Context: an optimization exercise on an open-source flow, tuned for a short achievable clock period and few clock cycles. The choices shown serve that exercise and are no tape-out recipe.
RTL that was checked went through simulation tests only; none was proved equivalent to the original.
Power is estimated from default activity; no workload was simulated.

## cvb
module cvb (
    input  wire        clk,
    input  wire        rst,           
    input  wire        host_wr,
    input  wire [2:0]  host_waddr,
    input  wire [15:0] host_wdata,
    input  wire [2:0]  host_raddr,
    output wire [15:0] host_rdata,
    output wire        busy,
    output wire [2:0]  outcome,
    output wire        mem_en,
    output wire        mem_we,
    output wire [15:0] mem_addr,
    output wire [7:0]  mem_wdata,
    input  wire [7:0]  mem_rdata,
    output wire        poll_en,
    output wire [1:0]  poll_sel,      
    input  wire        poll_ans,
    output wire        put_en,
    output wire [7:0]  put_data,
    output wire        get_en,
    input  wire [7:0]  get_data,
    output wire        chs_valid,
    output wire [7:0]  chs_data,
    input  wire        chs_ready,
    input  wire        chs_err,
    input  wire        chr_valid,
    input  wire [7:0]  chr_data,
    input  wire        chr_err,
    output wire        chr_ready
);
    localparam [2:0] O_NONE    = 3'd0,
                     O_OK      = 3'd1,
                     O_TIMEOUT = 3'd2,
                     O_CHERR   = 3'd3,
                     O_MALF    = 3'd4,
                     O_INVAL   = 3'd5,
                     O_NOTF    = 3'd6,
                     O_ILLEGAL = 3'd7;
    localparam [7:0] LIMIT_RESET = 8'd16;
    reg [15:0] ptr, len, res;
    reg [7:0]  fill, limit;
    reg [2:0]  status;
    reg        ptr_nz, len_nz, len_ge2, len_ge3, len_eq3, lim_nz, lim_gt1;
    reg        ok_wr, ok_wtr, ok_rsy;
  ...
Settings: LEC_CHECK=0, CAP_MARGIN=20, CORE_MARGIN=2, CORE_UTILIZATION=60, PLACE_DENSITY=0.7, SETUP_SLACK_MARGIN=3.0, SLEW_MARGIN=20, SYNTH_HIERARCHICAL=1, SYNTH_MINIMUM_KEEP_SIZE=0; clock period 6.0 ns.
run.sh (not shown) runs the stock make flow with config.mk's settings and CLKGATE_MAP_FILE= SYNTH_SCRIPT=/design/flow/synth_recipe.tcl, a recipe that flattens the netlist after the stock synthesis.
The baseline completed with no timing, DRC or antenna violations.
Testbench counts at the start, summed over its fixed seeds: cycles 34,524.
Next try:
Settings changed: PLACE_DENSITY 0.7 to 0.78.
Result:
- wire length grows by about 0.8%
- synthesized area stays the same
- cell count went up by about 0.5%
- power is about the same
- critical path depth is higher by 1
- non-clock buffer count went up by 20
- cell area climbs by 0.85%
- via count increases by 1.3%
- global-route usage goes up by 0.15 points
Next try:
Settings changed: PLACE_DENSITY 0.78 to 0.7, SETUP_SLACK_MARGIN 3.0 to 3.2.
Effect: The new run completed without violations. Setup slack is worse by 0.023 ns. Synthesized cell count stays the same. Global-route usage went up by 0.97 points. Clock-buffer cell count went down by 1.


Starting RTL as in the previous note.
// cvb
module cvb (
    input  wire        clk,
    input  wire        rst,           
    input  wire        host_wr,
    input  wire [2:0]  host_waddr,
    input  wire [15:0] host_wdata,
    input  wire [2:0]  host_raddr,
    output wire [15:0] host_rdata,
    output wire        busy,
    output wire [2:0]  outcome,
    output wire        mem_en,
    output wire        mem_we,
    output wire [15:0] mem_addr,
    output wire [7:0]  mem_wdata,
    input  wire [7:0]  mem_rdata,
    output wire        poll_en,
    output wire [1:0]  poll_sel,      
    input  wire        poll_ans,
    output wire        put_en,
    output wire [7:0]  put_data,
    output wire        get_en,
    input  wire [7:0]  get_data,
    output wire        chs_valid,
    output wire [7:0]  chs_data,
    input  wire        chs_ready,
    input  wire        chs_err,
    input  wire        chr_valid,
    input  wire [7:0]  chr_data,
    input  wire        chr_err,
    output wire        chr_ready
);
clock: 6.0 ns
lec_check: 0
cap_margin: 20
core_margin: 2
core_utilization: 60
place_density: 0.7
setup_slack_margin: 2.8
slew_margin: 20
synth_hierarchical: 1
synth_minimum_keep_size: 0
Testbench counts at the start, summed over its fixed seeds: cycles 34,524.
Edit:
Settings changed: SETUP_SLACK_MARGIN 2.8 to 3.4.
=>
- The changed run ran to the end with no violations
- worst setup slack gets worse by 260 ps
- synthesized area stays the same
- clock power grows by about 2%
- final cell count grows by 7.6%
- non-clock buffer count came out higher by 273
- worst hold slack hardly moves
- critical path depth came out lower by 3
Edit:
Settings changed: CORE_UTILIZATION 60 to 65, PLACE_DENSITY 0.7 to 0.72, SETUP_SLACK_MARGIN 3.4 to 3.0.
Design area came out lower by 12%.
Count of clock-buffer cells in the layout fell by 3.
Utilization came out lower by 4.4 points.
Clock skew stays flat.
Total power fell by 3.7%.
Sequential power barely changes.
Die area shrinks by 7.6%.
Cell count is lower by 6.0%.
Edit:
Settings changed: CORE_UTILIZATION 65 to 55, PLACE_DENSITY 0.72 to 0.7.
The new run finished clean; final area climbs by 0.51%; first-iteration DRC count goes down by 33%; setup slack improves by 37 ps; count of clock-buffer cells in the layout rises by 19; cell count came out higher by 2.6%.


cvb, a different RTL version from the one above (not shown whole).
Size in the first run: ~2700 cells after synthesis, about 370 flip-flops, roughly 120 I/O pins, roughly 24000 µm² of cells after synthesis.
==> flow/config.mk <==
export PLATFORM = sky130hd
export DESIGN_NAME = cvb
export DESIGN_NICKNAME = cvb
export VERILOG_FILES = /design/flow/design.v
export SDC_FILE = /design/flow/constraint.sdc
export NUM_CORES = 4
export LEC_CHECK = 0
export ABC_CLOCK_PERIOD_IN_PS = 1500
export CAP_MARGIN = 20
export CORE_MARGIN = 2
export CORE_UTILIZATION = 40
export PLACE_DENSITY = 0.6
export SETUP_SLACK_MARGIN = 3.5
export SLEW_MARGIN = 20
==> flow/constraint.sdc <==
create_clock -name core_clock -period 6.0 [get_ports {clk}]
set_input_delay 1.2000 -clock core_clock [delete_from_list [all_inputs] [get_ports {clk}]]
set_output_delay 1.2000 -clock core_clock [all_outputs]
set_load 0.01 [all_outputs]
The first run finished with timing, DRC and antenna clean.
Rerun with:
--- a/flow/config.mk
+++ b/flow/config.mk
@@ -6,9 +6,9 @@
 export NUM_CORES = 4
 export LEC_CHECK = 0
-export ABC_CLOCK_PERIOD_IN_PS = 1500
+export ABC_CLOCK_PERIOD_IN_PS = 3000
 export CAP_MARGIN = 20
 export CORE_MARGIN = 2
 export CORE_UTILIZATION = 40
 export PLACE_DENSITY = 0.6
-export SETUP_SLACK_MARGIN = 3.5
+export SETUP_SLACK_MARGIN = 3.0
 export SLEW_MARGIN = 20
The changed run ran to the end with no violations.
Die area does not change.
Register-to-register slack hardly moves.
First-iteration DRC count is lower by 10%.
Clock power is higher by about 2%.
Sequential cell count does not change.
Rerun with:
--- a/flow/config.mk
+++ b/flow/config.mk
@@ -6,5 +6,5 @@
 export NUM_CORES = 4
 export LEC_CHECK = 0
-export ABC_CLOCK_PERIOD_IN_PS = 3000
+export ABC_CLOCK_PERIOD_IN_PS = 100
 export CAP_MARGIN = 20
 export CORE_MARGIN = 2
After rerunning: The new run finished with timing, DRC and antenna clean; power does not change; sequential share of layout area does not change; via count does not change; die area does not change; count of clock-buffer cells in the layout does not change.
No run of this note included a check of the RTL's function; only the layout flow was run.


Setup of P:
cvb, a different RTL version from the one above (not shown whole).
clock: 6.0 ns
lec_check: 0
cap_margin: 20
core_margin: 2
core_utilization: 40
place_density: 0.6
slew_margin: 20
Testbench counts of P, summed over its fixed seeds: cycles 35,352.
The following lists how S was set up differently from P:
- SETUP_SLACK_MARGIN now 3.0, previously not set
- ABC_CLOCK_PERIOD_IN_PS now 3000, previously not set
==> comparison <==
Time the final worst path needs with I/O delays and setup, S and P, higher one = P. Between S and P, it is S whose area overhead of the layout relative to synthesis is higher, by 20 points. Of the two values seen for timing startpoint of the critical path, rleft[1] was produced by S and host_raddr[2] by P. Wire length of the first global-routing pass: S vs P up about 6%. S reports a lower fraction of power consumed by the clock network than P does. Between S and P, the difference in overall overflow remaining after global route is negligible. Compared to P, S has share of layout cells above drive strength 1 19 points higher. First-iteration DRC count: S vs P down 0.82%. Sort S and P by clock tree cell share of total cell area, ascending, and S comes first. What P reported for post-route cell area has to be multiplied by 1.17 to get the figure for S.


cvb, a different RTL version from the one above (not shown whole).
For scale: about 2900 cells after synthesis, ~450 flip-flops, roughly 120 I/O pins, about 27000 um2 of cells after synthesis.
Settings: LEC_CHECK=0, CAP_MARGIN=20, CORE_MARGIN=2, CORE_UTILIZATION=60, PLACE_DENSITY=0.7, SETUP_SLACK_MARGIN=3.0, SLEW_MARGIN=20, SYNTH_HIERARCHICAL=1, SYNTH_MINIMUM_KEEP_SIZE=0; clock period 6.0 ns.
The baseline ran to the end with no violations.
Testbench counts at the start, summed over its fixed seeds: cycles 34,688.
Then changed:
- CORE_UTILIZATION: 60 -> 40
- PLACE_DENSITY: 0.7 -> 0.6
=>
- The changed run finished with timing, DRC and antenna clean
- count of clock-buffer cells in the layout falls by 10
- routed wire length went up by 2.4%
- final cell count goes up by 6.9%
Then changed:
- SETUP_SLACK_MARGIN: 3.0 -> 2.5
The new run finished with timing, DRC and antenna clean.
Clock-buffer cell count came out higher by 7.
Maximum frequency came out lower by 2.8%.
Final area came out lower by 5.3%.
Setup slack degrades by 98 ps.
Wire length came out lower by 4.2%.
Die area does not change.
Worst hold slack is about the same.

[re-timing with driven ports]
The results above use ideal ports. As a check the final layouts listed here were re-extracted and re-timed, cells and wires unchanged. Step 1: set_driving_cell puts a clkbuf_16 on clk and a buf_2 on each other input, an assumption about the parent block. Step 2, shift: input delay + t, output delay - t, t = (earliest + latest rising clock arrival at the registers) / 2. This alone moves slack from input paths to output paths. a / b / c = ideal ports / drivers / drivers and shift; a / b = the first two.
| run | t (ns) | slack for setup (ns) | clock arrival spread, ns | cell pins on the clock port's net |
|---|---|---|---|---|
| the first run of note 1 | 0.676 | 2.778 / 2.443 / 2.343 | 0.034 / 0.034 | 1 |
| the second run of note 1 | 0.695 | 2.596 / 2.436 / 2.342 | 0.025 / 0.025 | 1 |
| the third run of note 1 | 0.693 | 2.573 / 2.333 / 2.195 | 0.041 / 0.041 | 1 |
| the first run of note 2 | 0.672 | 2.760 / 2.445 / 2.105 | 0.032 / 0.032 | 1 |
| the second run of note 2 | 0.689 | 2.496 / 2.238 / 2.173 | 0.021 / 0.022 | 1 |
| the third run of note 2 | 0.676 | 2.729 / 2.438 / 2.307 | 0.031 / 0.031 | 1 |
| the fourth run of note 2 | 0.677 | 2.766 / 2.382 / 2.290 | 0.017 / 0.017 | 1 |
| the first run of note 3 | 0.653 | 2.503 / 2.469 / 2.166 | 0.021 / 0.021 | 1 |
| the second run of note 3 | 0.649 | 2.478 / 2.419 / 2.252 | 0.018 / 0.019 | 1 |
| the third run of note 3 | 0.649 | 2.478 / 2.419 / 2.252 | 0.018 / 0.019 | 1 |
| P | 0.626 | 0.952 / 0.922 / 0.790 | 0.024 / 0.024 | 1 |
| S | 0.621 | 2.229 / 2.229 / 1.700 | 0.025 / 0.025 | 1 |
| the first run of note 5 | 0.668 | 2.656 / 2.389 / 2.256 | 0.034 / 0.034 | 1 |
| the second run of note 5 | 0.672 | 2.608 / 2.333 / 2.145 | 0.026 / 0.026 | 1 |
| the third run of note 5 | 0.673 | 2.510 / 2.291 / 1.989 | 0.024 / 0.024 | 1 |
After both steps setup and hold are still met in every run listed. For the first run of note 2, which loses most, drivers alone change the setup slack by -0.315 ns; drivers and shift together by -0.655 ns.
